This design comes from an exercise in tuning for small area, a short achievable clock period and few clock cycles on the open sky130 flow, not from production work. Only simulation tests tie the RTL to the original design; equivalence was not proved. No activity file was given, so power comes from the tool's default toggle rates.

Design sbse, start of the top module:
module sbse (
    input  wire        clk,
    input  wire        rst,
    input  wire        go,
    input  wire [19:0] start,
    input  wire [19:0] stop,
    output wire        ready,
    output wire        done,
    output reg         err,
    output reg  [19:0] count,
    output reg  [39:0] sum
);
For scale: about 8300 cells after synthesis, about 1300 flip-flops, ~110 I/O pins, roughly 0.075 sq mm of cells after synthesis.
clock: 12.0 ns
lec_check: 0
cap_margin: 20
core_margin: 2
core_utilization: 40
cts_buf_list: sky130_fd_sc_hd__clkbuf_4 sky130_fd_sc_hd__clkbuf_8
place_density: 0.6
slew_margin: 20
standard.sh (not shown) runs the stock make flow with config.mk's settings and CLKGATE_MAP_FILE= SYNTH_SCRIPT=/design/flow/synth_recipe.tcl, a recipe that flattens the netlist after the stock synthesis.
==> flow/flow/run.sh <==
#!/bin/bash
# The standard layout (standard.sh), with the input and output port
# buffers chosen as sky130_fd_sc_hd__buf_4 instead of the resizer's default.
# The full make output goes to standard.log; ORFS keeps its per-step logs
# under orfs/logs.
set -euo pipefail
export BUFFER_PORTS_ARGS="-buffer_cell sky130_fd_sc_hd__buf_4"
bash standard.sh > standard.log 2>&1
Testbench counts at the start, summed over its fixed seeds: cycles 37,983.
Rerun with:
CTS_BUF_LIST = unset   (was sky130_fd_sc_hd__clkbuf_4 sky130_fd_sc_hd__clkbuf_8)
Via count drops by 0.73%.
Routed wire length stays flat.
Sequential power is about the same.
Flip-flop and latch count stays the same.
Sequential share of layout area fell by 0.15 points.
Synthesized cell count stays the same.
Clock skew drops by 34 ps.


red:
sbse, a different RTL version from the one above (not shown whole).
For scale: about 7600 cells after synthesis, roughly 1200 flip-flops, roughly 110 I/O pins, roughly 71000 um2 of cells after synthesis.
clock: 12.0 ns
lec_check: 0
cap_margin: 20
core_margin: 2
core_utilization: 40
place_density: 0.6
slew_margin: 20
Scripts as last shown in full above: flow/flow/run.sh
The final layout from red, which completed every stage, passed the timing, design-rule and antenna checks at the end of the flow.
Testbench counts of red, summed over its fixed seeds: cycles 43,404.
Input changes introduced in blue (baseline for comparison: red):
==> flow/run.sh (new file) <==
#!/bin/bash
# synth_recipe.tcl (not shown) runs the flow's synth.tcl, then flattens the netlist and writes it again
# the make line also repeats each setting of config.mk as NAME=value (left out here)
make -C /OpenROAD-flow-scripts/flow DESIGN_CONFIG=/design/flow/config.mk WORK_HOME=/design/flow/orfs CLKGATE_MAP_FILE= SYNTH_SCRIPT=/design/flow/synth_recipe.tcl finish
removed: flow/flow/run.sh
removed: flow/standard.sh
--- outcome ---
- The global-route usage reported for blue is smaller than that of red by 0.39 points.
- Of blue and red, the higher top achievable clock speed belongs to red.
- Compared blue vs red, and internal cell power is up in blue.
- In terms of post-synthesis instance area, blue and red differ only marginally.
- blue improves on red in hold slack.
- blue has less setup slack than red.


sbse, a different RTL version from the one above (not shown whole).
For scale: ~8300 cells after synthesis, ~1300 flip-flops, roughly 75000 um^2 of cells after synthesis.
clock: 12.0 ns
lec_check: 0
cap_margin: 20
core_margin: 2
core_utilization: 50
place_density: 0.65
slew_margin: 20
==> flow/flow/run.sh <==
#!/bin/bash
# The standard layout (standard.sh), with the input and output port
# buffers chosen as sky130_fd_sc_hd__buf_4 instead of the resizer's default.
# The full make output goes to standard.log; ORFS keeps its per-step logs
# under orfs/logs.
set -euo pipefail
export BUFFER_PORTS_ARGS="-buffer_cell sky130_fd_sc_hd__buf_4"
bash standard.sh > standard.log 2>&1
The first run ran to the end with no violations.
Testbench counts at the start, summed over its fixed seeds: cycles 38,175.
Edit:
Settings changed: CORE_UTILIZATION 50 to 40, PLACE_DENSITY 0.65 to 0.6.
- cell count rises by a few percent
- hold slack improves by 0.011 ns
- flip-flop and latch count is unchanged
- count of clock-buffer cells in the layout falls by 9
- wire length is about the same
- synthesized cell count does not change
- via count goes down slightly


Another version of the RTL of sbse (not shown whole).
Size: roughly 8400 cells after synthesis, ~1300 flip-flops, ~110 I/O pins.
export LEC_CHECK = 0
export CAP_MARGIN = 20
export CORE_MARGIN = 2
export CORE_UTILIZATION = 50
export PLACE_DENSITY = 0.65
export SLEW_MARGIN = 20
create_clock -name core_clock -period 12.0 [get_ports {clk}]
Scripts as last shown in full above: flow/flow/run.sh
Testbench counts at the start, summed over its fixed seeds: cycles 38,047.
Then changed:
- CORE_UTILIZATION: 50 -> 40
- PLACE_DENSITY: 0.65 -> 0.6
Result:
- count of clock-buffer cells in the layout came out higher by 5
- die area came out higher by 25%
- setup slack is worse by 0.0036 ns
- total power came out higher by 2.2%
- routed wire length came out higher by about 3.2%
- clock power came out higher by about 4%
- utilization came out lower by 11 points
- final area came out higher by about 1.1%
- fmax is about the same
- first-iteration DRC count came out higher by about 5.6%

[re-timing with driven ports]
How much do the figures lean on ideal ports? The routed layouts below were timed once more, with nothing changed but the port constraints. Step 1, drivers: a clkbuf_16 drives clk and a buf_2 each remaining input, both assumed. Step 2 also shifts input and output timing later by t, the mid clock arrival at the registers, as if the neighbouring blocks saw the same clock. Slacks: ideal / step 1 / step 2; pairs: ideal / step 1.
run	shift t [ns]	setup WS [ns]	latest minus earliest clock arrival (ns)	slew at the worst register clock pin (ns)	cell pins on the clock port's net
the first run of note 1	1.050	7.830 / 7.745 / 8.014	0.085 / 0.086	0.08 / 0.08	1
the second run of note 1	0.882	8.023 / 7.933 / 7.989	0.059 / 0.060	0.07 / 0.07	1
red	0.869	7.809 / 7.809 / 7.809	0.052 / 0.051	0.07 / 0.07	1
blue	0.879	7.791 / 7.704 / 7.783	0.073 / 0.073	0.07 / 0.07	1
the first run of note 3	0.859	7.951 / 7.865 / 8.064	0.070 / 0.070	0.07 / 0.07	1
the second run of note 3	0.879	8.075 / 7.982 / 8.059	0.075 / 0.075	0.07 / 0.07	1
the first run of note 4	0.883	8.035 / 8.011 / 8.035	0.043 / 0.044	0.07 / 0.07	1
the second run of note 4	0.872	8.031 / 7.943 / 7.993	0.056 / 0.056	0.07 / 0.07	1
After both steps setup and hold are still met in every run listed. The setup slack of the second run of note 4, which loses most, moves by -0.088 ns with the drivers and by -0.038 ns with both steps.
